Context: an optimization exercise on an open-source flow, tuned for small area. The choices shown serve that exercise and are no tape-out recipe.
No functional check of the RTL was part of any run shown here.
No activity file was given, so power comes from the tool's default toggle rates.

==> flow/design.v <==
module sd_i2c_engine (
    input  wire       clk,
    input  wire       rst_n,
    input  wire [7:0] c,          
    input  wire       launch,     
    input  wire       f_start,    
    input  wire       f_stop,     
    input  wire       f_rs,       
    input  wire       f_byte,     
    input  wire       tx7,        
    input  wire       rx,         
    input  wire       mode,       
    input  wire [7:0] dr,         
    input  wire       txak,       
    output wire       stall,      
    output reg  [7:0] rsh,        
    input  wire       scl_i,
    input  wire       sda_i,
    output reg        scl_oe,
    output reg        sda_oe
);
    wire [3:0] b = c[7:4];
    wire [3:0] k = c[3:0];
    wire fr_gate = (f_stop | f_rs) & (b == 4'd0) & (c[3] ^ c[2]);
    wire by_gate = f_byte & (c[3:2] == 2'b01);
    assign stall = (fr_gate | by_gate) & ~scl_i;
    reg nbit;
    always @(*) begin
        case (b[2:0])
            3'd0: nbit = mode | dr[6];
            3'd1: nbit = mode | dr[5];
            3'd2: nbit = mode | dr[4];
            3'd3: nbit = mode | dr[3];
            3'd4: nbit = mode | dr[2];
            3'd5: nbit = mode | dr[1];
            3'd6: nbit = mode | dr[0];
            default: nbit = ~mode | txak;
        endcase
    end
    always @(posedge clk) begin
        if (f_byte && k == 4'd7 && scl_i && (!b[3] || !mode))
            rsh <= {rsh[6:0], sda_i};
    end
    always @(posedge clk) begin
        if (!rst_n) begin
            scl_oe <= 1'b0;
            sda_oe <= 1'b0;
        end else if (launch) begin
            if (f_start) scl_oe <= 1'b0;
            if (f_stop)  sda_oe <= 1'b1;
            else if (f_byte) sda_oe <= ~(tx7 | rx);
            else         sda_oe <= 1'b0;
        end else begin
            if (f_start) begin
                if (c == 8'd3)  sda_oe <= 1'b1;
                if (c == 8'd11) scl_oe <= 1'b1;
            end
            if (f_stop) begin
                if (c == 8'd3)            scl_oe <= 1'b0;
                if (c == 8'd11 && !stall) sda_oe <= 1'b0;
            end
            if (f_rs) begin
                if (c == 8'd3)            scl_oe <= 1'b0;
                if (c == 8'd11 && !stall) sda_oe <= 1'b1;
                if (c == 8'd19)           scl_oe <= 1'b1;
            end
            if (f_byte) begin
                if (k == 4'd3)  scl_oe <= 1'b0;
                if (k == 4'd11) scl_oe <= 1'b1;
                if (k == 4'd15 && !b[3]) sda_oe <= ~nbit;
            end
        end
    end
endmodule
module sd_core (
    input  wire        clk,
    input  wire        rst_n,
    input  wire [4:0]  h_idx,
    input  wire        h_we,
    input  wire        h_re,
    input  wire [31:0] h_wdata,
    output wire [31:0] h_rdata,
    input  wire        scl_i,
    input  wire        sda_i,
    output wire        scl_oe,
    output wire        sda_oe,
    output wire [7:0]  duty_x,
    output wire [7:0]  duty_y,
    output wire [7:0]  duty_z
);
    localparam [3:0] OPC_START  = 4'h1,
                     OPC_STOP   = 4'h2,
                     OPC_RSTART = 4'h3,
                     OPC_WRBYTE = 4'h4,
                     OPC_RDBYTE = 4'h5,
                     OPC_WRREG  = 4'h6,
                     OPC_RDREG  = 4'h7,
                     OPC_BURST  = 4'h8,
                     OPC_INIT   = 4'h9,
                     OPC_SAMPLE = 4'hA,
                     OPC_MAP    = 4'hB,
                     OPC_DCLR   = 4'hC,
                     OPC_RALN   = 4'hD;
    localparam [3:0] Q_IDLE   = 4'd0,
                     Q_START  = 4'd1,
                     Q_WADDR  = 4'd2,
                     Q_WREG   = 4'd3,
                     Q_WDATA  = 4'd4,
                     Q_RSTART = 4'd5,
                     Q_RADDR  = 4'd6,
                     Q_READ   = 4'd7,
                     Q_STOP   = 4'd8,
                     Q_EXEC   = 4'd9;
    reg [3:0]  seq;
    reg [7:0]  c;           
    reg [3:0]  op;          
    reg [6:0]  sa;          
    reg [7:0]  sb;          
    reg [7:0]  sc;          
    reg        icfg;        
    reg [1:0]  bst;
    reg        mode;
    reg        txak;
    reg        rxak;
    reg [2:0]  fcode;
    reg [1:0]  ist;
    reg [7:0]  dr;
    reg [7:0]  res;
    reg [7:0]  buf_r [0:5];
    reg [5:0]  bv;
    reg [13:0] s_r [0:2];
    reg [2:0]  sv;
    reg [8:0]  u_r [0:2];   
    reg [2:0]  mv;
    reg [2:0]  clr;         
    reg [14:0] hr;
    wire busy  = (seq != Q_IDLE);
    wire fault = (fcode != 3'd0);
    wire [3:0] w_opc = h_wdata[31:28];
    reg [31:0] w_mask;
    always @(*) begin
        case (w_opc)
            OPC_WRBYTE:                  w_mask = 32'hFFFFFF00;
            OPC_RDBYTE:                  w_mask = 32'hFF7FFFFF;
            OPC_WRREG:                   w_mask = 32'hFF800000;
            OPC_RDREG:                   w_mask = 32'hFF8000FF;
            OPC_BURST:                   w_mask = 32'hF08000FF;
            OPC_MAP, OPC_DCLR:           w_mask = 32'hFCFFFFFF;
            OPC_RALN:                    w_mask = 32'hFCFF0000;
            default:                     w_mask = 32'hFFFFFFFF;
        endcase
    end
    wire w_opc_ok = (w_opc != 4'h0) && (w_opc < 4'hE);
    wire w_rsv_ok = ((h_wdata[27:0] & w_mask[27:0]) == 28'h0);
    reg  w_opd_ok;
    reg  w_bus_ok;
    always @(*) begin
        w_opd_ok = 1'b1;
        if (w_opc == OPC_BURST)
            w_opd_ok = (h_wdata[27:24] != 4'd0) && (h_wdata[27:24] <= 4'd6);
        else if (w_opc == OPC_MAP || w_opc == OPC_DCLR || w_opc == OPC_RALN)
            w_opd_ok = (h_wdata[25:24] != 2'd3);
        case (w_opc)
            OPC_START:  w_bus_ok = (bst == 2'd0);
            OPC_STOP:   w_bus_ok = (bst != 2'd0);
            OPC_RSTART: w_bus_ok = (bst == 2'd1);
            OPC_WRBYTE: w_bus_ok = (bst != 2'd0) && !mode;
            OPC_RDBYTE: w_bus_ok = (bst == 2'd2);
            OPC_WRREG, OPC_RDREG, OPC_BURST,
            OPC_INIT, OPC_SAMPLE: w_bus_ok = (bst == 2'd0);
            default:    w_bus_ok = 1'b1;
        endcase
    end
    wire       cmd_write = h_we && (h_idx == 5'd0) && !busy;
    reg        w_fault;
    reg [2:0]  w_fcode;
    always @(*) begin
        w_fault = 1'b1;
        if (!w_opc_ok)      w_fcode = 3'd1;
        else if (!w_rsv_ok) w_fcode = 3'd2;
        else if (!w_opd_ok) w_fcode = 3'd3;
        else if (!w_bus_ok) w_fcode = 3'd4;
        else begin
            w_fault = 1'b0;
            w_fcode = 3'd0;
        end
    end
    reg [3:0] w_first;
    always @(*) begin
        case (w_opc)
            OPC_START:  w_first = Q_START;
            OPC_STOP:   w_first = Q_STOP;
            OPC_RSTART: w_first = Q_RSTART;
            OPC_WRBYTE: w_first = Q_WDATA;
            OPC_RDBYTE: w_first = Q_READ;
            OPC_WRREG, OPC_RDREG, OPC_BURST,
            OPC_INIT, OPC_SAMPLE: w_first = Q_START;
            default:    w_first = Q_EXEC;
        endcase
    end
    wire w_init   = (w_opc == OPC_INIT);
    wire w_sample = (w_opc == OPC_SAMPLE);
    wire w_fixed  = w_init | w_sample;
    wire [6:0] w_sa = h_wdata[22:16]
                    | {5'b0, h_wdata[25:24] & {2{h_wdata[30] | h_wdata[28]}}}
                    | (w_fixed ? 7'h1D : 7'h00);
    wire [7:0] w_sb = h_wdata[15:8]
                    | (w_init ? 8'h0D : 8'h00)
                    | (w_sample ? 8'h01 : 8'h00);
    wire [7:0] w_sc = h_wdata[7:0]
                    | {h_wdata[26] | w_sample, (h_wdata[25:24] & {2{~h_wdata[28]}}) | {w_sample, 1'b0}, 5'b0}
                    | {4'b0, h_wdata[23], 3'b0}
                    | (w_init ? 8'h05 : 8'h00);
    wire st_start = (seq == Q_START);
    wire st_stop  = (seq == Q_STOP);
    wire st_rs    = (seq == Q_RSTART);
    wire st_read  = (seq == Q_READ);
    wire st_tx    = (seq == Q_WADDR) | (seq == Q_WREG) | (seq == Q_WDATA) | (seq == Q_RADDR);
    wire st_byte  = st_tx | st_read;
    wire st_bus   = st_start | st_stop | st_rs | st_byte;
    wire launch   = st_bus & (c == 8'hFF);
    wire d_start  = st_start & (c == 8'd16);
    wire d_stop   = st_stop  & (c == 8'd20);
    wire d_rs     = st_rs    & (c == 8'd24);
    wire d_byte   = st_byte  & (c == 8'd144);
    wire tcf      = st_byte  & (c == 8'd145);
    wire [1:0] ax   = sa[1:0];
    wire [2:0] idx  = sc[2:0];
    wire [2:0] cntf = sc[7:5];
    wire       fin  = sc[3];
    wire [2:0] idx1 = idx + 3'd1;
    wire last_read  = (cntf == 3'd0) | (idx1 == cntf);
    wire rd_final   = (op == OPC_RDBYTE) ? fin : last_read;
    wire [7:0] tx_reg = {sb[7:6], sb[5] | icfg, sb[4:3], sb[2] & ~icfg, sb[1] | icfg, sb[0] & ~icfg};
    reg  [7:0] tx;
    always @(*) begin
        case (seq)
            Q_WADDR: tx = {sa, 1'b0};
            Q_RADDR: tx = {sa, 1'b1};
            Q_WREG:  tx = tx_reg;
            default: tx = sc;
        endcase
    end
    wire       stall;
    wire [7:0] rsh;
    sd_i2c_engine u_engine (
        .clk      (clk),
        .rst_n    (rst_n),
        .c        (c),
        .launch   (launch),
        .f_start  (st_start),
        .f_stop   (st_stop),
        .f_rs     (st_rs),
        .f_byte   (st_byte),
        .tx7      (tx[7]),
        .rx       (st_read),
        .mode     (mode),
        .dr       (dr),
        .txak     (txak),
        .stall    (stall),
        .rsh      (rsh),
        .scl_i    (scl_i),
        .sda_i    (sda_i),
        .scl_oe   (scl_oe),
        .sda_oe   (sda_oe)
    );
    reg [13:0] s_sel;
    always @(*) begin
        case (ax)
            2'd0:    s_sel = sv[0] ? s_r[0] : 14'h0;
            2'd1:    s_sel = sv[1] ? s_r[1] : 14'h0;
            default: s_sel = sv[2] ? s_r[2] : 14'h0;
        endcase
    end
    wire       m_inc = (s_sel[13:12] == 2'b10) & (s_sel[4:0] != 5'd0);
    wire [8:0] m_u   = {~s_sel[13], s_sel[12:5]} + {8'd0, m_inc};
    function [7:0] duty_of;
        input [8:0] u;
        input       cl;
        begin
            if (cl)                                        duty_of = 8'h00;
            else if (u[8:7] == 2'b11)                      duty_of = 8'hFF;
            else if (!u[8] && (!u[7] || u[6:0] == 7'd0))  duty_of = 8'h00;
            else                                           duty_of = {~u[7], u[6:0]};
        end
    endfunction
    function [15:0] mapped_of;
        input [8:0] u;
        input       v;
        begin
            if (!v) mapped_of = 16'h0;
            else    mapped_of = {{7{u[8:7] == 2'b00}}, ~(u[8] ^ u[7]), ~u[7], u[6:0]};
        end
    endfunction
    wire [7:0] duty0 = duty_of(u_r[0], clr[0]);
    wire [7:0] duty1 = duty_of(u_r[1], clr[1]);
    wire [7:0] duty2 = duty_of(u_r[2], clr[2]);
    assign duty_x = duty0;
    assign duty_y = duty1;
    assign duty_z = duty2;
    always @(posedge clk) begin
        if (!busy) begin
            c <= 8'hFF;
            if (cmd_write && !w_fault) begin
                op   <= w_opc;
                sa   <= w_sa;
                sb   <= w_sb;
                sc   <= w_sc;
            end
        end else begin
            if (!stall) c <= c + 8'd1;
            if (d_start || d_rs || tcf) c <= 8'hFF;
            if (d_stop) c <= 8'd191;    
            if (tcf && st_read && !rd_final && op != OPC_RDBYTE) sc[2:0] <= idx1;
        end
    end
    always @(posedge clk) begin
        if (!rst_n) begin
            seq   <= Q_IDLE;
            icfg  <= 1'b0;
            bst   <= 2'd0;
            mode  <= 1'b0;
            txak  <= 1'b0;
            rxak  <= 1'b0;
            fcode <= 3'd0;
            ist   <= 2'd0;
            dr    <= 8'h00;
            res   <= 8'h00;
            bv    <= 6'd0;
            sv    <= 3'd0;
            mv    <= 3'd0;
            clr   <= 3'b111;
        end else if (!busy) begin
            if (cmd_write) begin
                if (w_fault) begin
                    if (!fault) fcode <= w_fcode;
                end else begin
                    seq  <= w_first;
                    icfg <= 1'b0;
                end
            end
        end else begin
            if (launch) begin
                if (st_tx) dr <= tx;
                if (st_read) begin
                    txak <= rd_final;
                    mode <= 1'b1;
                end
            end
            if (d_start) begin
                mode <= 1'b0;
                bst  <= 2'd1;
                seq  <= (op == OPC_START) ? Q_IDLE : Q_WADDR;
            end
            if (d_stop) begin
                bst <= 2'd0;
                seq <= Q_IDLE;
                if (op == OPC_SAMPLE) sv <= 3'b111;
                if (op == OPC_INIT) begin
                    if (icfg)              ist <= 2'd1;
                    else if (res != 8'h1A) ist <= 2'd2;
                    else begin
                        icfg <= 1'b1;
                        seq  <= Q_START;
                    end
                end
            end
            if (d_rs) begin
                bst <= 2'd2;
                seq <= (op == OPC_RSTART) ? Q_IDLE : Q_RADDR;
            end
            if (d_byte) begin
                if (st_read) dr   <= rsh;
                else         rxak <= rsh[0];
            end
            if (tcf) begin
                case (seq)
                    Q_WADDR: seq <= Q_WREG;
                    Q_WREG:  seq <= (op == OPC_WRREG || icfg) ? Q_WDATA : Q_RSTART;
                    Q_WDATA: seq <= (op == OPC_WRBYTE) ? Q_IDLE : Q_STOP;
                    Q_RADDR: seq <= Q_READ;
                    default: begin  
                        res <= dr;
                        if (op == OPC_BURST || op == OPC_SAMPLE) bv[idx] <= 1'b1;
                        if (rd_final)                seq <= Q_STOP;
                        else if (op == OPC_RDBYTE)   seq <= Q_IDLE;
                    end
                endcase
            end
            if (seq == Q_EXEC) begin
                seq <= Q_IDLE;
                case (op)
                    OPC_RALN: sv[ax] <= 1'b1;
                    OPC_MAP: begin
                        mv[ax]  <= 1'b1;
                        clr[ax] <= 1'b0;
                    end
                    OPC_DCLR: clr[ax] <= 1'b1;
                    default: ;
                endcase
            end
        end
    end
    integer i;
    always @(posedge clk) begin
        if (busy && tcf && st_read && (op == OPC_BURST || op == OPC_SAMPLE))
            buf_r[idx] <= dr;
        if (busy && d_stop && op == OPC_SAMPLE) begin
            s_r[0] <= {buf_r[0], buf_r[1][7:2]};
            s_r[1] <= {buf_r[2], buf_r[3][7:2]};
            s_r[2] <= {buf_r[4], buf_r[5][7:2]};
        end
        if (seq == Q_EXEC && op == OPC_RALN)
            s_r[ax] <= {sb, sc[7:2]};
        if (seq == Q_EXEC && op == OPC_MAP)
            u_r[ax] <= m_u;
    end
    wire [13:0] status = {ist, 1'b0, fcode, fault, tcf, rxak, txak, mode, bst, busy};
    wire [15:0] mp0 = mapped_of(u_r[0], mv[0]);
    wire [15:0] mp1 = mapped_of(u_r[1], mv[1]);
    wire [15:0] mp2 = mapped_of(u_r[2], mv[2]);
    reg [14:0] rd_val;    
    always @(*) begin
        case (h_idx)
            5'd1:  rd_val = {1'b0, status};
            5'd2:  rd_val = {7'h0, res};
            5'd3:  rd_val = {7'h0, dr};
            5'd4:  rd_val = bv[0] ? {7'h0, buf_r[0]} : 15'h0;
            5'd5:  rd_val = bv[1] ? {7'h0, buf_r[1]} : 15'h0;
            5'd6:  rd_val = bv[2] ? {7'h0, buf_r[2]} : 15'h0;
            5'd7:  rd_val = bv[3] ? {7'h0, buf_r[3]} : 15'h0;
            5'd8:  rd_val = bv[4] ? {7'h0, buf_r[4]} : 15'h0;
            5'd9:  rd_val = bv[5] ? {7'h0, buf_r[5]} : 15'h0;
            5'd10: rd_val = sv[0] ? {s_r[0][13], s_r[0]} : 15'h0;
            5'd11: rd_val = sv[1] ? {s_r[1][13], s_r[1]} : 15'h0;
            5'd12: rd_val = sv[2] ? {s_r[2][13], s_r[2]} : 15'h0;
            5'd13: rd_val = mp0[14:0];
            5'd14: rd_val = mp1[14:0];
            5'd15: rd_val = mp2[14:0];
            5'd16: rd_val = {7'h0, duty0};
            5'd17: rd_val = {7'h0, duty1};
            5'd18: rd_val = {7'h0, duty2};
            default: rd_val = 15'h0;
        endcase
    end
    always @(posedge clk) begin
        if (!rst_n) hr <= 15'h0;
        else        hr <= h_re ? rd_val : 15'h0;
    end
    assign h_rdata = {{18{hr[14]}}, hr[13:0]};
endmodule
==> flow/run.sh <==
#!/bin/bash
# synth_recipe.tcl (not shown) runs the flow's synth.tcl, then flattens the netlist and writes it again
# the make line also repeats each setting of config.mk as NAME=value (left out here)
make -C /OpenROAD-flow-scripts/flow DESIGN_CONFIG=/design/flow/config.mk WORK_HOME=/design/flow/orfs CLKGATE_MAP_FILE= SYNTH_SCRIPT=/design/flow/synth_recipe.tcl finish
==> flow/config.mk <==
export PLATFORM = sky130hd
export DESIGN_NAME = sd_core
export DESIGN_NICKNAME = sd_core
export VERILOG_FILES = /design/flow/design.v
export SDC_FILE = /design/flow/constraint.sdc
export NUM_CORES = 4
export LEC_CHECK = 0
export CAP_MARGIN = 20
export CORE_MARGIN = 2
export CORE_UTILIZATION = 40
export CTS_BUF_LIST = sky130_fd_sc_hd__clkbuf_2 sky130_fd_sc_hd__clkbuf_4
export SLEW_MARGIN = 20
==> flow/constraint.sdc <==
create_clock -name core_clock -period 10.0 [get_ports {clk}]
set_input_delay 2.0000 -clock core_clock [delete_from_list [all_inputs] [get_ports {clk}]]
set_output_delay 2.0000 -clock core_clock [all_outputs]
set_load 0.01 [all_outputs]
==> impl.org, run 1 <==
** Synth
- Top_reg_cell synth :: edfxtp_1
- Share of async-settable or async-resettable flops after synthesis :: 0%
- Net Count, Synth :: 1157
- Count of cell types in the netlist :: 86
- Sequential share of the synthesized area :: 51.24%
- In this run, synthesis inferred 152 flip-flops with an integrated enable.
- Number of instances in the synthesized netlist :: 1091
- Yosys printed 2 warnings.
- Yosys reg bits :: 223
- Mean instance size in the synthesized netlist :: 10.71 um^2
- The cell area that synthesis handed to floorplanning was 11680 um^2.

** Global route
- For this run the aggregate overflow at the end of global routing stands at 0.
- The first global-routing pass estimated 60270 um of wire.
- Overall fraction of global-route tracks in use :: 26.15%
- Antenna violations before repair :: 1
- Number of global-route vias before repair :: 9604
- Entering global routing, the biggest net connects 49 pins.

** Floorplanning
- Initial core utilization :: 40.70%
- The die is 174.9 um tall.
- DIE AREA :: 30590 um^2
- The initialized floorplan defines 62 standard-cell rows.
- Horiz. Die Dim :: 174.9 um
- Num ports :: 101
- CORE AREA :: 28700 um^2

** Timing
- Achievable frequency :: 230.8 MHz
- Clock skew on the completed layout was measured at 0.07256 ns.
- Summed over all failing endpoints, the final setup total negative slack is 0 ns.
- Pins Over Slew Limit :: 0
- At the pin with the least slew margin, the transition time is 1.075 ns.
- Final Critical Period :: 4.333 ns
- Across all hold checks on the routed design, the worst slack comes to 0.4326 ns.
- After layout, the worst path uses 43.33% of the clock period.
- The total count of hold-check failures in the final report came to 0.
- Setup violations remaining at the end of the flow were counted as 0.
- Remaining max-slew budget at the tightest pin :: 27.54%
- RSZ-0062 raised after global routing :: no

** Route
- Total length of routed wires :: 39970 um
- Using the TritonRoute via totals, the vias-per-cell ratio works out to 6.126.
- Via count :: 9882
- The detail route stage leaves a number of antenna-violating nets equal to 0.
- Average wire per cell in the routed design :: 24.78 um
- The detailed router finished its first iteration with 1183 violations.
- For this run, the detailed router's first-pass iteration total came to 8.
- For this run, design rule violations remaining after detail routing come to 0.

** Power and ir drop
- Peak ir drop on the vdd network :: 66.88 uV
- Internal power comes to 1.422 mW.
- The clock network burns 44.0% of the power.
- Summed over all nets, the switching power comes to 423.8 uW.
- Net switching is 22.96% of the power.
- Sequential cells account for 52.8% of the total power.
- Part of the total power dissipated in combinational logic :: 3.2%
- Dividing total power by cell area gives a power density of 135.2 nW/um^2.
- The analysis attributes to cell leakage a power of 4.679 nW.

** Placed design
- Placed wire-length estimate :: 29850 um
- The congestion estimate from routability-driven global placement came to 0.9188.
- Port-buffer cells :: 100

** Layout
- Final-stage net count :: 1243
- Fill cells in the final layout number 2728.
- Relative to the synthesized area, the layout overhead comes to 16.87%.
- Cells fill 47.57% of the core in the end.
- Share of layout cells above drive strength 1 :: 15.55%

** Clock network
- Buffer depth of the longest clock path :: 3
- TritonCTS built the clock tree.
- Insertion delay to the later sink of the worst-skew pair :: 0.74 ns
- Number of levels the H-tree was split into :: 2
- Root cell of the clock tree :: clkbuf_4
- After clock tree synthesis, the clock-pin slew on the worst setup and hold paths is 0.07 ns.
- The number of clock buffers added by TritonCTS is 60.
- CTS sink cnt :: 223
- CTS-repair resized insts :: 0
- Post-CTS Setup Bufs :: 0
- Post-CTS Hold Fix Bufs :: 0

** Setup path
- STA classifies the critical path startpoint as a flop.
- The critical path in this run is classified as reg2out.
- Arrival @ worst endpoint :: 2.33 ns
- The worst setup path is captured at an output port.
- Worst endpoint required time :: 8.00 ns
- Largest fanout of any net on the critical path :: 7

** Hold path
- Worst min-delay path category :: reg2reg

** Run
- Max-cap violations in this run came to 0.

** Run status
- The run finished with no timing, DRC or antenna violations.
-- power by group through the flow --
stage	combinational, mW	clock, mW	sequential, mW
floorplan	0.0269	0	0.995
global route	0.0632	0.871	0.974
detailed placement	0.0575	0	0.995
global placement	0.0574	0	0.995
finish	0.0586	0.813	0.975
CTS	0.0577	0.820	0.975
-- cells by family after synthesis --
group | synth area share [%]
xor gates and xnor gates | 1.125
muxes | 5.537
DFF | 51.24
buffers and inverters | 4.852
AOI/OAI and AO/OA | 16.66
and+or+nand+nor | 18.12
adders and majority gates | 2.463
-- state kept, by name, summed over array words and instances (netlist names), 7 cells and up, named ones only --
register,cells
c,8
res,8
hr,15
sb,8
dr,8
s_r,42
sa,7
u_r,27
buf_r,48
sc,8
u_engine.rsh,8
-- Yosys cell counts, drive strengths merged (28+ instances only) --
cell,instances,area (um^2)
and3,29,181.4
nand3,42,210.2
dfxtp,71,1421
nand2,62,232.7
buf,41,259.0
o21ai,34,170.2
a22oi,28,210.2
inv,32,120.1
edfxtp,152,4564
mux2,45,506.7
nor2,82,322.8
clkbuf,50,187.7
nor2b,29,181.4
a21oi,53,265.3
-- path summary, 6_finish.rpt --
check | end | slack (ns) | cells past startpoint | startpoint
max | duty_z[5] | 5.67 | 4 | u_r[2][7]
min | u_engine.rsh[2] | 0.43 | 0 | u_engine.rsh[1]
max reg2reg | buf_r[0][0] | 6.18 | 6 | seq[2]
min reg2reg | u_engine.rsh[2] | 0.43 | 0 | u_engine.rsh[1]
-- metrics by stage --
step                instance area [um^2]  power, mW  worst slack [ns]  std cells
floorplan                          11680      1.022             3.617       1091
global placement                   12850      1.052             5.063       1499
detailed placement                 12850      1.052             5.005       1499
CTS                                13640      1.852             5.644       1612
global route                       13650      1.908             5.505       1613
finish                             13650      1.846             5.667       1613
-- placed cells by master, fill, tap and decap left out, types with 34 or more instances in the layout --
cell type,count
a21oi_1,53
clkbuf_4,92
clkdlybuf4s50_1,100
dfxtp_1,71
edfxtp_1,152
mux2_2,43
nand2_1,62
nand3_1,42
nor2_1,79
o21ai_0,34
-- layer usage --
metal  vias up  global-route usage (%)  share of wire (%)
met5         -                       0                  0
li1       4402                       -                  -
met4         0                   10.73                3.5
met1      4796                   34.73                 41
met2       579                   42.26                 46
met3       105                   4.721                9.4
-- cell type report --
cell class              instances  area [um^2]  area share, %
flip-flops and latches        223         5986          43.84
multi-input cells             745         5170          37.87
repair buffers                115         1114          8.156
clock buffers                  92        690.7          5.059
well taps                     384        480.5          3.519
inverters                      32        120.1         0.8798
clock inverters                21        90.09         0.6598
diodes                          1        2.502        0.01833
-- worst max-delay path: stages, from the launching register on --
cell and delay, ns:
edfxtp_1 0.43, or2_2 0.39, a21oi_1 0.24, nor2_1 0.07, clkdlybuf4s50_1 0.50
==> run 2: changes to the inputs <==
--- a/flow/config.mk
+++ b/flow/config.mk
@@ -9,4 +9,3 @@
 export CORE_MARGIN = 2
 export CORE_UTILIZATION = 40
-export CTS_BUF_LIST = sky130_fd_sc_hd__clkbuf_2 sky130_fd_sc_hd__clkbuf_4
 export SLEW_MARGIN = 20
==> run 2 against run 1 <==
Compared with the run above:
- largest power group unchanged
- clock power increased by 5.5%
- sequential share of layout area rose by 0.072 points
- total power grew 2.5%
- core utilization is 0.078 points lower
- synthesized cell count unchanged
- clock skew shrank 0.061 ns
- die area unchanged
- global-route usage down 0.43 points
- highest routed layer unchanged
- largest cell class unchanged
==> impl.org, run 2 <==
** Clock network
- TritonCTS built the clock tree.
- Post-CTS Hold Fix Bufs :: 0
- CTS-repair resized insts :: 0
- Insertion delay to the later sink of the worst-skew pair :: 0.52 ns
- Buffer depth of the longest clock path :: 3
- Clock-pin slew was measured on the worst setup and hold paths at 0.06 ns.
- Root cell of the clock tree :: clkbuf_16
- Inserted Clock Buffers :: 24
- The clock net in this run drives a total of 223 sinks.
- Number of levels the H-tree was split into :: 1
- Post-CTS Setup Bufs :: 0

** Synth
- Sequential cells were found to cover 51.24% of the synthesized design area.
- Simple-gate share of the synthesized area :: 18.12%
- Among all cell types in the netlist, the one instantiated most often is edfxtp_1.
- In the synthesized netlist the dominant register cell turns out to be edfxtp_1.
- After Yosys synthesis, full adders, half adders and majority gates account for 2.463% of the synthesized area.
- Fraction of the mapped netlist area in compound gates :: 16.66%
- Dominant combinational cell family by area after synthesis :: simple AND/OR/NAND/NOR gates
- Of all flip-flops after synthesis, the portion carrying an async set or reset was 0%.
- The share of synthesized area in the top cell type comes to 39.07%.
- Mapped Area :: 11680 um^2
- A synthesized cell averages 10.71 um^2.
- Cell types with the largest area share after synthesis :: edfxtp_1 (39%), dfxtp_1 (12%), mux2_2 (4.1%)
- Multiplexer fraction of the synthesized cell area :: 5.537%
- Yosys mapped a number of flops with a built-in enable equal to 152.
- Biggest area consumer among synthesized cells :: edfxtp_1
- Post-synthesis xor/xnor area fraction :: 1.125%
- The commonest cells after synthesis are edfxtp_1 (152), nor2_1 (80), dfxtp_1 (71).
- Number of instances in the synthesized netlist :: 1091
- Net Count, Synth :: 1157
- Yosys reg bits :: 223
- Count of cell types in the netlist :: 86
- Number of warnings reported in the yosys synthesis log :: 2

** Setup path
- The critical path goes through clkdlybuf4s50_1, inv_1, ha_1, nand3b_1, o211ai_1, a221oi_1, or3_1, nor4_2, buf_4, o21bai_1.
- In this design, the stage delay of the slowest critical-path cell is 0.52 ns.
- Across all register-to-register paths, the minimum setup slack is 6.23 ns.
- Largest fanout of any net on the critical path :: 9
- Worst endpoint required time :: 10.20 ns
- Critical Path Sink Type :: flop
- The cell family contributing the most delay on the critical path is buffers and inverters.
- Slowest cell on crit path :: clkdlybuf4s50_1
- Buffers plus inverters on the worst setup path :: 3
- Setup crit start kind :: primary input
- Arrival @ worst endpoint :: 4.72 ns
- The critical path in this run is classified as in2reg.

** Global route
- The number of global-route vias before repair is 9253.
- Overall fraction of global-route tracks in use :: 25.73%
- Entering global routing, the biggest net connects 49 pins.
- The first global-routing pass estimated 59300 um of wire.
- After global routing the overflow that remains totals 0.
- Antenna violations before repair :: 0

** Route
- Highest metal layer used by the detailed router :: met4
- Average wire per cell in the routed design :: 25.67 um
- In the routed design, unresolved DRC markers number 0.
- Residual antenna-violating net count after detailed routing :: 0
- The routed design uses 18240 um of met2 wire.
- Pre-antenna DRT Iters :: 9
- Length of routed wiring on met1 :: 16130 um
- Wires add up to 39620 um.
- Via density per instance :: 6.237
- Via count :: 9623
- Met3 wirelength from detailed routing :: 3642 um
- The detailed router finished its first iteration with 1222 violations.

** Layout
- Filler Cells Inserted :: 2689
- At the end of the flow, the number of nets in the layout was 1207.
- Most common cell after layout, fill and taps aside :: edfxtp_1
- Flip-flop count of the largest register, all copies and words added :: 48
- Fraction of the core area covered by cells at the end of the flow :: 47.49%
- Ranked by flip-flop count, first place goes to buf_r.
- Layout-stage area growth over the synthesis result :: 16.68%
- Share of layout cells above drive strength 1 :: 10.96%
- Number of diodes :: 0
- The largest registers in the layout are buf_r: 48 flops, s_r: 42 flops, u_r: 27 flops.
- In the layout the commonest cells are edfxtp_1 (152), clkdlybuf4s50_1 (100), nor2_1 (79), dfxtp_1 (71), nand2_1 (62).

** Placed design
- The congestion estimate from routability-driven global placement came to 0.9188.
- Port-buffer cells :: 100
- Placed wire-length estimate :: 29850 um

** Floorplanning
- CORE AREA :: 28700 um^2
- DIE AREA :: 30590 um^2
- The floorplan step set the die width to 174.9 um.
- After floorplanning, the core was divided into 62 placement rows.
- Die Y-Extent :: 174.9 um
- The initial utilization of the core area, before any placement, comes to 40.70%.
- Num ports :: 101

** Timing
- Hold violation count in the final report :: 0
- RSZ-0062 raised after global routing :: no
- Total Neg Setup Slack :: 0 ns
- Setup violations remaining at the end of the flow were counted as 0.
- Skew final :: 0.01176 ns
- Final cycle utilization of the critical path :: 45.22%
- For this run, the top clock speed supported by timing is 221.2 MHz.
- Final Critical Period :: 4.522 ns
- The worst pin sits at a relative slew slack of 27.82%.
- Pins Over Slew Limit :: 0
- At the pin with the least slew margin, the transition time is 1.071 ns.

** Run
- Max cap viols :: 0

** Power and ir drop
- Dividing total power by cell area gives a power density of 138.8 nW/um^2.
- Per report_power, the clock group accounts for 45.4% of the total.
- Net switching is 20.77% of the power.
- Total power :: 1.892 mW
- Sequential cells burn 51.5% of the power.
- Sw Pwr :: 393.1 uW
- The worst-case IR drop observed on VDD is 105.9 uV.
- Cell leakage power :: 4.586 nW
- Internal power of the cells :: 1.499 mW
- Per report_power, the combinational group accounts for 3.1% of the total.

** Hold path
- Worst min-delay path category :: reg2reg

** Run status
- The run finished with no timing, DRC or antenna violations.
==> run 2: layout make-up <==
cell class	instances	area (um^2)	share of cell area (%)
Clock inverter	6	36.28	0.2662
Sequential cell	223	5986	43.91
Clock buffer	38	724.4	5.315
Tap cell	384	480.5	3.525
Inverter	32	120.1	0.8812
Timing Repair Buffer	115	1114	8.170
Multi-Input combinational cell	745	5170	37.93
==> run 2: final timing paths <==
kind	startpoint	endpoint	depth (start not counted)
setup / recovery	h_wdata[29]	sc[0]	10
hold / removal	ist[1]	ist[1]	2
setup reg to reg	seq[2]	buf_r[0][4]	6
hold reg to reg	ist[1]	ist[1]	2
==> run 2: cell families (layout without fill, tap and decap cells) <==
group	count (synthesis)	count (layout)
and+or+nand+nor	380	380
AOI/OAI and AO/OA	268	268
DFF	223	223
buffers and inverters	123	191
muxes	59	59
adders and majority gates	23	23
xor gates and xnor gates	15	15
==> run 2: power by group through the flow <==
stage          Sequential (mW)  Clock [mW]  Combinational, mW
6_report                 0.975       0.858             0.0586
4_1_cts                  0.975       0.867             0.0577
3_3_place_gp             0.995           0             0.0574
3_5_place_dp             0.995           0             0.0575
5_1_grt                  0.975       0.901             0.0631
2_1_floorplan            0.995           0             0.0269
==> run 2: through the flow <==
stage               area (um^2)  setup WS (ns)  hold WS (ns)  cells
floorplan                 11680          3.617        0.4208   1091
global placement          12850          5.063        0.4273   1499
detailed placement        12850          5.005        0.4349   1499
CTS                       13620          5.528        0.4469   1543
global route              13630          5.292        0.4632   1543
finish                    13630          5.478        0.4430   1543
==> run 2: worst min-delay path: stages (launching register included) <==
cell,delay [ns]
dfxtp_1,0.31
inv_1,0.04
a21oi_1,0.05
==> run 2: metal layers <==
metal	GRT usage (%)	vias up
li1	-	4281
met1	34.68	4667
met2	41.98	563
met3	3.764	112
met4	9.826	0
met5	0	-
==> run 3: changes to the inputs <==
--- a/flow/design.v
+++ b/flow/design.v
@@ -417,35 +417,31 @@
     end
     wire [13:0] status = {ist, 1'b0, fcode, fault, tcf, rxak, txak, mode, bst, busy};
-    wire [15:0] mp0 = mapped_of(u_r[0], mv[0]);
-    wire [15:0] mp1 = mapped_of(u_r[1], mv[1]);
-    wire [15:0] mp2 = mapped_of(u_r[2], mv[2]);
-    reg [14:0] rd_val;    
-    always @(*) begin
-        case (h_idx)
-            5'd1:  rd_val = {1'b0, status};
-            5'd2:  rd_val = {7'h0, res};
-            5'd3:  rd_val = {7'h0, dr};
-            5'd4:  rd_val = bv[0] ? {7'h0, buf_r[0]} : 15'h0;
-            5'd5:  rd_val = bv[1] ? {7'h0, buf_r[1]} : 15'h0;
-            5'd6:  rd_val = bv[2] ? {7'h0, buf_r[2]} : 15'h0;
-            5'd7:  rd_val = bv[3] ? {7'h0, buf_r[3]} : 15'h0;
-            5'd8:  rd_val = bv[4] ? {7'h0, buf_r[4]} : 15'h0;
-            5'd9:  rd_val = bv[5] ? {7'h0, buf_r[5]} : 15'h0;
-            5'd10: rd_val = sv[0] ? {s_r[0][13], s_r[0]} : 15'h0;
-            5'd11: rd_val = sv[1] ? {s_r[1][13], s_r[1]} : 15'h0;
-            5'd12: rd_val = sv[2] ? {s_r[2][13], s_r[2]} : 15'h0;
-            5'd13: rd_val = mp0[14:0];
-            5'd14: rd_val = mp1[14:0];
-            5'd15: rd_val = mp2[14:0];
-            5'd16: rd_val = {7'h0, duty0};
-            5'd17: rd_val = {7'h0, duty1};
-            5'd18: rd_val = {7'h0, duty2};
-            default: rd_val = 15'h0;
-        endcase
-    end
-    always @(posedge clk) begin
-        if (!rst_n) hr <= 15'h0;
-        else        hr <= h_re ? rd_val : 15'h0;
-    end
+    wire re = h_re & rst_n;
+    wire [31:0] hsel = re ? (32'd1 << h_idx) : 32'd0;
+    wire ux1 = (h_idx == 5'd14) | (h_idx == 5'd17);
+    wire ux2 = (h_idx == 5'd15) | (h_idx == 5'd18);
+    wire [8:0] u_s   = ux2 ? u_r[2] : ux1 ? u_r[1] : u_r[0];
+    wire       mv_s  = ux2 ? mv[2]  : ux1 ? mv[1]  : mv[0];
+    wire       clr_s = ux2 ? clr[2] : ux1 ? clr[1] : clr[0];
+    wire [15:0] mp_s = mapped_of(u_s, 1'b1);
+    wire [7:0]  dt_s = duty_of(u_s, clr_s);
+    wire sel_map  = (hsel[13] | hsel[14] | hsel[15]) & mv_s;
+    wire sel_duty = hsel[16] | hsel[17] | hsel[18];
+    wire [14:0] rd_val =
+          ({15{hsel[1]}}           & {1'b0, status})
+        | ({15{hsel[2]}}           & {7'h0, res})
+        | ({15{hsel[3]}}           & {7'h0, dr})
+        | ({15{hsel[4] & bv[0]}}   & {7'h0, buf_r[0]})
+        | ({15{hsel[5] & bv[1]}}   & {7'h0, buf_r[1]})
+        | ({15{hsel[6] & bv[2]}}   & {7'h0, buf_r[2]})
+        | ({15{hsel[7] & bv[3]}}   & {7'h0, buf_r[3]})
+        | ({15{hsel[8] & bv[4]}}   & {7'h0, buf_r[4]})
+        | ({15{hsel[9] & bv[5]}}   & {7'h0, buf_r[5]})
+        | ({15{hsel[10] & sv[0]}}  & {s_r[0][13], s_r[0]})
+        | ({15{hsel[11] & sv[1]}}  & {s_r[1][13], s_r[1]})
+        | ({15{hsel[12] & sv[2]}}  & {s_r[2][13], s_r[2]})
+        | ({15{sel_map}}           & mp_s[14:0])
+        | ({15{sel_duty}}          & {7'h0, dt_s});
+    always @(posedge clk) hr <= rd_val;
     assign h_rdata = {{18{hr[14]}}, hr[13:0]};
 endmodule
--- a/flow/config.mk
+++ b/flow/config.mk
@@ -8,4 +8,7 @@
 export CAP_MARGIN = 20
 export CORE_MARGIN = 2
-export CORE_UTILIZATION = 40
+export CORE_UTILIZATION = 65
+export CTS_BUF_LIST = sky130_fd_sc_hd__clkbuf_8
+export CTS_CLUSTER_DIAMETER = 60
+export CTS_CLUSTER_SIZE = 15
 export SLEW_MARGIN = 20
==> run 3 against run 2 <==
Compared with the run above:
- via count is 2.1% lower
- fmax is 11% lower
- core utilization is 27 points higher
- die area is 38% lower
- total power is 18% lower
- highest routed layer unchanged
- synthesized cell count is 0.92% lower
- count of clock-buffer cells in the layout is 19 lower
- first-iteration DRC count is 1.6% lower
- largest cell class unchanged
- non-clock buffer count is 2 lower
- worst setup slack worse by 0.57 ns
- routed wire length is 16% lower
==> impl.org, run 3 <==
** Synth
- The synthesized netlist devotes 1.944% of its cell area to adder and majority cells.
- Top cells by count, synth :: edfxtp_1 (152), nand2_1 (76), dfxtp_1 (71)
- A synthesized cell averages 10.72 um^2.
- By area the synthesized netlist is led by edfxtp_1 (39%), dfxtp_1 (12%), mux2_2 (4.1%).
- Share of async-settable or async-resettable flops after synthesis :: 0%
- Net Count, Synth :: 1142
- Biggest area consumer among synthesized cells :: edfxtp_1
- By area, the combinational part of the netlist is dominated by compound AO/OA/AOI/OAI gates.
- For this run, the number of Yosys warnings is 2.
- Synthesis instantiated 79 different standard cells from the library.
- After synthesis, flip-flops and latches occupy 51.67% of the total area.
- Multiplexer fraction of the synthesized cell area :: 5.573%
- Yosys reg bits :: 223
- Of the total synthesized cell area, the portion taken by XOR and XNOR cells is 1.361%.
- For this run, the leading register cell type out of synthesis is edfxtp_1.
- Yosys top cell area share :: 39.40%
- The synthesized netlist devotes 18.36% of its cell area to compound gates.
- Counting every instance in the synthesized netlist gives 1081.
- Summing every instance area after synthesis gives 11580 um^2.
- EDFF count, synth :: 152
- Dominant cell by count in the synthesized netlist :: edfxtp_1
- The synthesized netlist devotes 17.03% of its cell area to simple gates.

** Placed design
- At the placement stage, the worst setup path has a slack of 4.445 ns.
- Placed wire-length estimate :: 24360 um
- Post-placement cell area :: 12590 um^2
- Number of placed instances with taps included :: 1336
- Port-buffer cells :: 100
- Weighted congestion at the end of routability-driven global placement :: 1.004

** Timing
- RSZ-0062 raised after global routing :: no
- Total Neg Setup Slack :: 0 ns
- Hold violation count in the final report :: 0
- On the final layout, the worst hold slack is 0.4619 ns.
- For the pin with the worst max-slew slack, the measured transition is 1.077 ns.
- Achievable frequency :: 196.3 MHz
- Remaining max-slew budget at the tightest pin :: 27.92%
- Setup violations remaining at the end of the flow were counted as 0.
- The number of pins with negative max-slew slack in the final report came to 0.
- Final cycle utilization of the critical path :: 50.95%
- Counting I/O delays and the setup requirement, the final critical path takes 5.095 ns.
- Skew final :: 0.03413 ns
- Setup slack on the critical path of the routed design comes to 4.905 ns.

** Run status
- Result of the run :: finished clean

** Route
- Number of remaining DRC errors :: 0
- Average wire per cell in the routed design :: 24.26 um
- Iter 0 DRT Violations :: 1203
- Pre-antenna DRT Iters :: 5
- Via count :: 9420
- The routed design has 33260 um of wire.
- Via density per instance :: 6.871
- Residual antenna-violating net count after detailed routing :: 0

** Power and ir drop
- For this design the static power due to leakage is 4.357 nW.
- Dividing total power by cell area gives a power density of 119.7 nW/um^2.
- Total power :: 1.550 mW
- IR analysis of the VDD net gives a maximum drop of 157.0 uV.

** Setup path
- At the worst endpoint, the arrival time is 5.25 ns.
- For the worst flop-to-flop path, the logic depth is 8.
- Largest fanout of any net on the critical path :: 24
- STA classifies the critical path endpoint as a flop.
- STA classifies the critical path startpoint as a primary input.
- STA puts the critical path data required time at 10.15 ns.
- Crit Path Category :: in2reg

** Clock network
- TritonCTS built the clock tree.
- After clock tree synthesis, the clock-pin slew on the worst setup and hold paths is 0.09 ns.
- CTS sink cnt :: 223
- CTS built an H-tree with a depth of 1.
- Clock tree synthesis inserted a total of 19 buffers.
- Clock tree synthesis selected as its root buffer the cell clkbuf_8.
- Post-CTS repair changed the size of 0 cells.
- The number of hold buffers added after CTS was 0.
- Post-CTS Setup Bufs :: 0
- For the worst-skew pair, the clock arrives at the later sink with an insertion delay of 0.55 ns.
- The clock passes through at most 3 buffers.

** Layout
- Largest reg by FF count :: buf_r
- Non-filler cells in the finished layout :: 1371
- Most common cell after layout, fill and taps aside :: edfxtp_1
- Layout-stage area growth over the synthesis result :: 11.82%
- In the final layout, the registers with the most flip-flops are buf_r: 48 flops, s_r: 42 flops, u_r: 27 flops.
- Once layout is complete, the utilization of the core stands at 74.63%.
- With fillers left out, the area of the finished cells amounts to 12950 um^2.
- In the layout the commonest cells are edfxtp_1 (152), clkdlybuf4s50_1 (100), nand2_1 (76), dfxtp_1 (71), nor2_1 (60).
- The sequential cells in the finished layout cover a total of 5986 um^2.
- The final layout contains 1194 nets.
- The number of antenna diodes in the final layout is 0.
- Flip-flop count of the largest register, all copies and words added :: 48
- Filler Cells Inserted :: 1302
- Share of layout cells above drive strength 1 :: 9.162%
- Area of the multi-input gates :: 5152 um^2

** Floorplanning
- Number of placement rows :: 48
- Once the floorplan was initialized, standard cells occupied 66.75% of the core.
- Horiz. Die Dim :: 137.5 um
- DIE AREA :: 18910 um^2
- 101 I/O pins were placed.
- The die is 137.5 um tall.
- In this run the standard cell core region covers 17360 um^2.

** Global route
- The number of global-route vias before repair was 8781.
- The total overflow left after global routing is 0.
- Overall fraction of global-route tracks in use :: 35.60%
- Global routing used 7.395% of the available met3 tracks.
- Antenna violations before repair :: 0
- Global routing consumed, on the met1 layer, 46.37% of the routing resources.
- Most crowded layer after global routing :: met2
- Pin count of the biggest net entering global routing :: 48
- For this run, global-route usage on met2 was measured as 57.93%.
- Wire length of the first global-routing pass :: 50430 um

** Hold path
- Worst min-delay path category :: reg2reg
- Along the worst hold path, the cell count comes to 0.

** Run
- Max cap viols :: 0
[run 3: changes by cell type in the layout (fill, tap and decap cells not counted), moves of 10 or more]
cell	before	now
o21a_1	12	36
nor2_1	79	60
nand2_1	62	76
a211oi_1	3	16
nand3_1	42	27
nand2b_1	13	25
clkbuf_16	25	0
a21oi_1	53	40
a22oi_1	28	50
and3_1	29	17
clkbuf_8	5	19
a32oi_1	16	6
[run 3: routing by layer]
layer  vias to the layer above  routed length (um)
li1                       4230                   -
met1                      4479               12730
met2                       610               15420
met3                       101                3718
met4                         0                1395
met5                         -                   0
[run 3: critical path: stages]
cell	delay [ns]
clkdlybuf4s50_1	0.54
inv_1	0.21
ha_1	0.38
nand3b_1	0.17
a21boi_0	0.19
a21oi_1	0.17
o2111ai_1	0.19
nor4b_1	0.46
nand2_1	0.15
inv_1	0.77
[run 3: final timing paths]
| kind | slack (ns) | endpoint | start |
|---|---|---|---|
| worst max-delay path | 4.91 | sc[6] | h_wdata[28] |
| worst min register to register | 0.46 | u_engine.rsh[6] | u_engine.rsh[5] |
| worst max register to register | 6.41 | bv[0] | c[2] |
| worst min-delay path | 0.46 | u_engine.rsh[6] | u_engine.rsh[5] |
[run 3: power breakdown]
part | internal (mW) | total (mW) | switching (mW) | leakage (nW)
Sequential | 0.974 | 0.974 | 0.000215 | 1.85
Clock | 0.208 | 0.513 | 0.305 | 0.217
Combinational | 0.0302 | 0.0637 | 0.0335 | 2.29
Total | 1.21 | 1.55 | 0.338 | 4.36
[run 3: cells by family (layout without fill, tap and decap cells)]
group           after synthesis  in the layout
mux                          58             58
xor+xnor                     18             18
flops                       223            223
fa+ha+maj                    18             18
buf+inv                     104            169
compound gates              295            295
simple gates                365            365
[run 3: cell type report]
type / instances / share of cell area (%)
Sequential cell: 223 / 46.21
Multi-Input combinational cell: 754 / 39.78
Timing Repair Buffer: 113 / 8.461
Tap cell: 225 / 2.173
Clock buffer: 19 / 2.019
Clock inverter: 15 / 0.7244
Inverter: 22 / 0.6375
==> run 4: changes to the inputs <==
--- a/flow/config.mk
+++ b/flow/config.mk
@@ -9,6 +9,6 @@
 export CORE_MARGIN = 2
 export CORE_UTILIZATION = 65
-export CTS_BUF_LIST = sky130_fd_sc_hd__clkbuf_8
-export CTS_CLUSTER_DIAMETER = 60
-export CTS_CLUSTER_SIZE = 15
+export CTS_BUF_LIST = sky130_fd_sc_hd__clkbuf_16
+export CTS_CLUSTER_DIAMETER = 80
+export CTS_CLUSTER_SIZE = 24
 export SLEW_MARGIN = 20
==> run 4 against run 3 <==
Compared with the run above:
- sequential share of layout area decreased by 0.32 points
- synthesized cell count unchanged
- total power increased by 5.9%
- final cell count decreased by 0.80%
- worst setup slack got worse by 0.0083 ns
- clock power increased by 18%
- non-clock buffer count decreased by 1
- count of clock-buffer cells in the layout decreased by 4
- die area unchanged
==> impl.org, run 4 <==
** Run status
- The flow ran to the end and the layout has no timing, DRC or antenna violations.

** Clock network
- In this run, post-CTS hold repair placed 0 buffers.
- In this run the deepest clock path goes through 3 buffers.
- Root cell of the clock tree :: clkbuf_16
- CTS built an H-tree with a depth of 1.
- At the later pin of the worst-skew pair, clock insertion delay measures 0.49 ns.
- Post-CTS Setup Bufs :: 0
- Counting every sink on the clock net gives 223.
- Gates resized during post-CTS repair numbered 0.
- TritonCTS built the clock tree.
- Inserted Clock Buffers :: 14
- Clock transition at the registers of the reported paths :: 0.08 ns

** Setup path
- For the worst setup path, the data required time is 10.11 ns.
- Arrival @ worst endpoint :: 5.21 ns
- Most prevalent standard cell on the critical path :: inv_1
- Setup slack of the worst register-to-register path :: 6.47 ns
- Buffers plus inverters on the worst setup path :: 3
- On the critical path the largest part of the delay comes from buffers and inverters.
- The largest individual stage delay along the critical path comes from the cell inv_1.
- Along the worst path, the maximum fanout reaches 24.
- The number of cells on the worst reg-to-reg path is 8.
- Setup crit start kind :: primary input
- STA classifies the critical path endpoint as a flop.
- The setup path with the least slack is of type in2reg.
- RR Startpoint :: c[2]
- CP max stage delay :: 0.76 ns
- In this run the critical register-to-register path is captured at bv[0].
- Cell-by-cell listing of the critical path :: clkdlybuf4s50_1, inv_1, ha_1, nand3b_1, a21boi_0, a21oi_1, o2111ai_1, nor4b_1, nand2_1, inv_1

** Synth
- Sequential share of the synthesized area :: 51.67%
- Number of warnings reported in the yosys synthesis log :: 2
- Summed over all instances, the cell type with the most area after synthesis is edfxtp_1.
- By area the synthesized netlist is led by edfxtp_1 (39%), dfxtp_1 (12%), mux2_2 (4.1%).
- Mean instance size in the synthesized netlist :: 10.72 um^2
- Summing every instance area after synthesis gives 11580 um^2.
- In this run, synthesis inferred 152 flip-flops with an integrated enable.
- Share of async-settable or async-resettable flops after synthesis :: 0%
- Top cells by count, synth :: edfxtp_1 (152), nand2_1 (76), dfxtp_1 (71)
- When the netlist entered floorplanning its net count stood at 1142.
- Synthesis inferred 223 register bits.
- The most used flip-flop cell after synthesis is edfxtp_1.
- Dominant cell by count in the synthesized netlist :: edfxtp_1
- In this run, distinct cell masters in the synthesized netlist total 79.
- In the synthesized netlist, the number of instances is 1081.
- Yosys top cell area share :: 39.40%

** Timing
- In the post-route analysis, the smallest setup slack over all paths is 4.897 ns.
- Pins Over Slew Limit :: 0
- At the pin with the least slew margin, the transition time is 1.079 ns.
- Subtracting the final worst setup slack from the clock period gives 5.103 ns.
- Achievable frequency :: 196.0 MHz
- Total Neg Setup Slack :: 0 ns
- Final cycle utilization of the critical path :: 51.03%
- Measured against its own limit, the worst slew margin works out to 27.82%.
- Hold violation count in the final report :: 0
- Clock skew on the completed layout was measured at 0.02507 ns.
- RSZ-0062 raised after global routing :: no
- Count of endpoints failing setup in the final report :: 0

** Run
- Across the run, the number of max-cap violations was 0.

** Layout
- The register with the most flip-flops in the layout has 48 of them.
- The library cell used most frequently in the layout, excluding fill and tap cells, is edfxtp_1.
- Number of diodes :: 0
- Fraction of the core area covered by cells at the end of the flow :: 75.16%
- The largest registers in the layout are buf_r: 48 flops, s_r: 42 flops, u_r: 27 flops.
- Relative to the synthesized area, the layout overhead comes to 12.60%.
- Highest-count cells in the layout ignoring fill and taps :: edfxtp_1 (152), clkdlybuf4s50_1 (100), nand2_1 (76), dfxtp_1 (71), nor2_1 (60)
- Final-stage net count :: 1188
- Share of layout cells above drive strength 1 :: 8.987%
- Largest reg by FF count :: buf_r

** Power and ir drop
- The analysis attributes to net switching a power of 354.7 uW.
- Per report_power, the sequential group accounts for 59.3% of the total.
- Cell area power density :: 125.8 nW/um^2
- The clock network burns 36.8% of the power.
- Internal power comes to 1.287 mW.
- Net switching is 21.61% of the power.
- Part of the total power dissipated in combinational logic :: 3.9%
- Cell leakage power :: 4.372 nW
- IR analysis of the VDD net gives a maximum drop of 164.1 uV.

** Global route
- After global routing the overflow that remains totals 0.
- The first global-routing pass estimated 50690 um of wire.
- Pin count of the biggest net entering global routing :: 48
- The initial antenna violation count was 0.
- Overall fraction of global-route tracks in use :: 35.73%
- Number of global-route vias before repair :: 8794

** Floorplanning
- DIE AREA :: 18910 um^2
- For this design the top-level I/O count stands at 101.
- The region available for standard cell placement spans 17360 um^2.
- Measured along the y axis, the die boundary spans 137.5 um.
- The floorplan has 48 rows.
- The die is 137.5 um wide.
- Initial core utilization :: 66.75%

** Placed design
- Placed wire-length estimate :: 24360 um
- Port buffering added 100 buffers.
- Dpl ws :: 4.445 ns
- Weighted congestion at the end of routability-driven global placement :: 1.004

** Route
- Pre-antenna DRT Iters :: 6
- Number of remaining DRC errors :: 0
- Iter 0 DRT Violations :: 1210
- Via density per instance :: 6.918
- Total length of routed wires :: 33370 um
- The detail route stage leaves a number of antenna-violating nets equal to 0.
- Via count :: 9409
- After detailed routing, the average wire length per cell comes to 24.53 um.

** Hold path
- The startpoint identified for the worst hold timing path is u_engine.rsh[5].
- Worst min-delay path category :: reg2reg
- The worst hold path was traced through 0 stages.
- Worst hold path endpoint :: u_engine.rsh[6]
[run 4: cell counts after synthesis]
Identical to the previous run, type by type.
[run 4: logic make-up after synthesis]
group	after synthesis	share of synthesized area, %
simple gates	365	17.03
compound gates	295	18.36
flops	223	51.67
buf+inv	104	4.061
mux	58	5.573
xor+xnor	18	1.361
fa+ha+maj	18	1.944
[run 4: layer usage]
metal  part of all wire (%)  vias up  track usage, %  wire (um)
li1                       -     4221               -          -
met2                     47      605           58.43      15590
met5                      0        -               0          0
met1                     38     4485           46.34      12740
met4                    4.4        0           15.18       1455
met3                     11       98           7.432       3584
[run 4: cell type report]
class / instances / area, um^2
Tap cell: 225 / 281.5
Inverter: 22 / 82.58
Sequential cell: 223 / 5986
Multi-Input combinational cell: 754 / 5157
Fill cell: 1266 / 4312
Clock buffer: 15 / 375.4
Timing Repair Buffer: 112 / 1091
Clock inverter: 9 / 71.32
[run 4: worst max path at each step]
stage	startpoint	to	depth (start not counted)
2_1_floorplan	h_wdata[28]	op[0]	10
3_3_place_gp	h_wdata[28]	sb[5]	10
3_5_place_dp	h_wdata[28]	sb[4]	10
4_1_cts	h_wdata[28]	sc[6]	10
5_1_grt	h_wdata[28]	sc[6]	9
6_report	h_wdata[28]	sa[3]	10
[run 4: power groups by stage]
stage	Combinational [mW]	Sequential, mW	Clock (mW)
floorplan	0.0342	0.995	0
global placement	0.0616	0.995	0
detailed placement	0.0624	0.995	0
CTS	0.0629	0.974	0.602
global route	0.0691	0.974	0.634
finish	0.0638	0.974	0.604
[run 4: stage by stage]
| stage | area [um^2] | hold WS [ns] | cells | power, mW |
|---|---|---|---|---|
| global route | 13050 | 0.4647 | 1360 | 1.677 |
| detailed placement | 12590 | 0.4363 | 1336 | 1.058 |
| CTS | 13040 | 0.4581 | 1360 | 1.639 |
| finish | 13050 | 0.4611 | 1360 | 1.641 |
| global placement | 12590 | 0.4359 | 1336 | 1.057 |
| floorplan | 11580 | 0.4220 | 1081 | 1.029 |
==> run 5: changes to the inputs <==
==> flow/flow/run.sh (new file) <==
#!/bin/bash
# Standard layout (standard synthesis, ORFS steps) with the port buffers made
# of the smallest buffer cell. Each tool's output is logged by ORFS under
# orfs/logs/; make's own output goes to make_finish.log here.
set -euo pipefail
export BUFFER_PORTS_ARGS="-buffer_cell sky130_fd_sc_hd__buf_1"
bash standard.sh finish > make_finish.log 2>&1
==> flow/standard.sh (new file) <==
#!/bin/bash
# synth_recipe.tcl (not shown) runs the flow's synth.tcl, then flattens the netlist and writes it again
# the make line also repeats each setting of config.mk as NAME=value (left out here)
make -C /OpenROAD-flow-scripts/flow DESIGN_CONFIG=/design/flow/config.mk WORK_HOME=/design/flow/orfs CLKGATE_MAP_FILE= SYNTH_SCRIPT=/design/flow/synth_recipe.tcl "${@:-finish}"
removed: flow/run.sh
==> run 5 against run 4 <==
Compared with the run above:
- still clean
- sequential share of layout area up 2.6 points
- sequential power about the same
- final cell count down 0.15%
- core utilization down 4.0 points
- critical path type unchanged
==> impl.org, run 5 <==
** Floorplanning
- Num ports :: 101
- Horiz. Die Dim :: 137.5 um
- DIE AREA :: 18910 um^2
- The floorplan has 48 rows.
- The die is 137.5 um tall.
- The region available for standard cell placement spans 17360 um^2.
- For this configuration, the core starts out at a cell density of 66.75%.

** Clock network
- CTS sink cnt :: 223
- Insertion delay to the later sink of the worst-skew pair :: 0.50 ns
- Clock tree synthesis selected as its root buffer the cell clkbuf_16.
- TritonCTS built the clock tree.
- Clock transition at the registers of the reported paths :: 0.09 ns
- The number of clock buffers added by TritonCTS is 13.
- Post-CTS Setup Bufs :: 0
- Number of levels the H-tree was split into :: 1
- Post-CTS Hold Fix Bufs :: 0
- The clock passes through at most 3 buffers.
- Gates resized during post-CTS repair numbered 0.

** Route
- In this run the remaining antenna-violating nets after routing total 0.
- Number of remaining DRC errors :: 0
- Before antenna repair, the detailed router went through 5 iterations.
- Via count :: 9360
- In the routed layout, each cell is associated on average with a via count of 6.892.
- In the final routed layout, each cell accounts on average for 24.88 um.
- Total length of routed wires :: 33790 um
- Iter 0 DRT Violations :: 1373

** Layout
- For this run, the share of the core covered by cells in the final layout is 71.17%.
- In the final design database the tool counted 1187 nets.
- Counting the fill cells in the layout gives 1322.
- Summing all multi-input logic gate instances after layout gives 5157 um^2.
- The register with the most flip-flops in the layout has 48 of them.
- The repair_antennas step left the layout with diodes totalling 0.
- Ranked by flip-flop count, first place goes to buf_r.
- The post-route netlist has 8.914% of its cells at a drive strength greater than 1.
- In the final layout, flip-flops and latches occupy 5986 um^2.
- Top flop regs :: buf_r: 48 flops, s_r: 42 flops, u_r: 27 flops
- Most common cell after layout, fill and taps aside :: edfxtp_1
- Layout-stage area growth over the synthesis result :: 6.631%
- Highest-count cells in the layout ignoring fill and taps :: edfxtp_1 (152), buf_1 (99), nand2_1 (76), dfxtp_1 (71), nor2_1 (60)

** Power and ir drop
- Across the VDD grid, the largest voltage drop is 192.0 uV.
- Cell area power density :: 127.1 nW/um^2
- Summed over all cells, the static leakage comes to 4.102 nW.

** Placed design
- Port-buffer cells :: 100
- Placed wire-length estimate :: 24600 um
- Weighted congestion at the end of routability-driven global placement :: 0.9921

** Global route
- The number of global-route vias before repair is 8827.
- Antenna violations before repair :: 0
- Overall fraction of global-route tracks in use :: 36.15%
- Pin count of the biggest net entering global routing :: 48
- Wire length of the first global-routing pass :: 51170 um
- Overflow left after global routing :: 0

** Timing
- The total count of hold-check failures in the final report came to 0.
- Count of endpoints failing setup in the final report :: 0
- Final Critical Period :: 4.815 ns
- Across the routed clock network, the largest skew measured is 0.04132 ns.
- Total Neg Setup Slack :: 0 ns
- Setup repair after global routing left no endpoint under its margin.
- Slew at the pin with the worst max-slew slack :: 1.042 ns
- Achievable frequency :: 207.7 MHz
- Remaining max-slew budget at the tightest pin :: 30.25%
- Final cycle utilization of the critical path :: 48.15%
- The number of pins with negative max-slew slack in the final report came to 0.

** Synth
- Net Count, Synth :: 1142
- Number of instances in the synthesized netlist :: 1081
- Number of warnings reported in the yosys synthesis log :: 2
- Yosys top cell area share :: 39.40%
- For this run, the leading register cell type out of synthesis is edfxtp_1.
- Sequential share of the synthesized area :: 51.67%
- Ranked by instance count, the synthesized netlist is headed by edfxtp_1 (152), nand2_1 (76), dfxtp_1 (71).
- Yosys reg bits :: 223
- For this run, asynchronously set or reset flops after synthesis account for 0%.
- edfxtp_1 is the most common cell in the netlist.
- Cell types with the largest area share after synthesis :: edfxtp_1 (39%), dfxtp_1 (12%), mux2_2 (4.1%)
- Summing every instance area after synthesis gives 11580 um^2.
- The netlist uses 79 different library cells.
- Biggest area consumer among synthesized cells :: edfxtp_1
- EDFF count, synth :: 152
- A synthesized cell averages 10.72 um^2.

** Setup path
- Largest fanout of any net on the critical path :: 17
- Setup slack of the worst register-to-register path :: 6.35 ns
- R2r worst-path depth :: 6
- Setup crit start kind :: primary input
- The endpoint identified for the worst register-to-register timing path is buf_r[4][4].
- Critical Path Sink Type :: flop
- At the worst endpoint, the required time is 10.36 ns.
- Crit Path Category :: in2reg
- Data on the critical path arrives at its endpoint at 5.18 ns.
- The startpoint identified for the worst register-to-register timing path is c[2].

** Hold path
- The worst hold path was traced through 2 stages.
- The min-delay analysis places its worst path in the category reg2reg.
- Worst hold path endpoint :: ist[1]
- Launch point of the worst hold path :: ist[1]

** Run status
- The run finished with no timing, DRC or antenna violations.

** Run
- Max cap viols :: 0
## run 5: changes by cell type in the layout (fill, tap and decap cells not counted)
cell	before	now
clkdlybuf4s50_1	100	0
buf_1	0	99
clkbuf_16	15	13
clkinv_2	0	2
clkbuf_2	0	1
clkinv_8	2	1
inv_8	1	0
## run 5: critical path, stage by stage
cell      delay, ns
buf_1          0.50
nor2b_1        0.68
a221oi_1       0.20
o31ai_1        0.50
inv_1          0.14
ha_1           0.23
and2_1         0.20
or4_1          0.55
a21o_1         0.18
## run 5: layout make-up
type                       instances  share of cell area [%]
tap                              225                   2.279
sequential                       223                   48.46
multi-input combinational        754                   41.75
clock buffer                      13                   2.633
clock inverter                     9                  0.4355
timing repair buffer             112                   3.778
inverter                          22                  0.6685
## run 5: worst max-delay path by stage
| stage | startpoint | to | slack (ns) |
|---|---|---|---|
| floorplan | h_wdata[28] | op[0] | 5.60 |
| global placement | h_wdata[28] | sb[6] | 4.95 |
| detailed placement | h_idx[1] | hr[0] | 4.81 |
| CTS | h_idx[1] | hr[0] | 5.28 |
| global route | h_idx[1] | hr[0] | 5.02 |
| finish | h_idx[1] | hr[0] | 5.18 |
## run 5: cell families (layout without fill, tap and decap cells)
logic type | Yosys count | in the layout | synth area share [%]
compound gates | 295 | 295 | 18.36
xor+xnor | 18 | 18 | 1.361
buf+inv | 104 | 156 | 4.061
simple gates | 365 | 365 | 17.03
fa+ha+maj | 18 | 18 | 1.944
mux | 58 | 58 | 5.573
flops | 223 | 223 | 51.67
## run 5: stage by stage
step                hold WS, ns  cells  cell area, um^2  total power [mW]  setup slack [ns]
finish                   0.4601   1358            12350             1.571             5.185
global route             0.4675   1358            12350             1.608             5.023
CTS                      0.4547   1358            12350             1.571             5.279
detailed placement       0.4401   1336            11970             1.047             4.807
global placement         0.4347   1336            11970             1.046             4.953
floorplan                0.4220   1081            11580             1.029             5.600
## run 5: metal layers
layer | track usage (%) | wire length, um
met5 | 0 | 0
met4 | 17.12 | 1790
met3 | 6.034 | 3526
met2 | 57.71 | 15500
met1 | 48.28 | 12970
## run 5: where the power goes
| part | internal (mW) | switching [mW] |
|---|---|---|
| Combinational | 0.0193 | 0.0337 |
| Clock | 0.244 | 0.300 |
| Sequential | 0.974 | 0.000218 |
| Total | 1.24 | 0.334 |

port drivers added, routing unchanged:
In the flow no input, the clock included, has a driving cell. The finished layouts below were timed again as built, in two steps.
Step 1 assumes that a clkbuf_16 drives the clock port and a buf_2 every other input.
Step 2 times the ports against the registers' clock, not the clock port: input delays grow and output delays shrink by t, the midpoint of the rising clock arrivals with the driver on.
Slacks: no drivers / after step 1 / after step 2; pairs: no drivers / after step 1.
run	shift t [ns]	slack for setup (ns)	hold WS [ns]
run 1	0.748	5.667 / 5.621 / 5.018	0.433 / 0.433 / 0.433
run 2	0.568	5.478 / 5.494 / 4.927	0.443 / 0.443 / 0.443
run 3	0.575	4.905 / 4.931 / 4.356	0.462 / 0.462 / 0.462
run 4	0.528	4.897 / 4.923 / 4.395	0.461 / 0.461 / 0.461
run 5	0.527	5.185 / 5.202 / 4.675	0.460 / 0.460 / 0.460
After both steps every run listed still meets setup and hold. The setup slack of run 1, which loses most, moves by -0.046 ns with the drivers and by -0.649 ns with both steps.
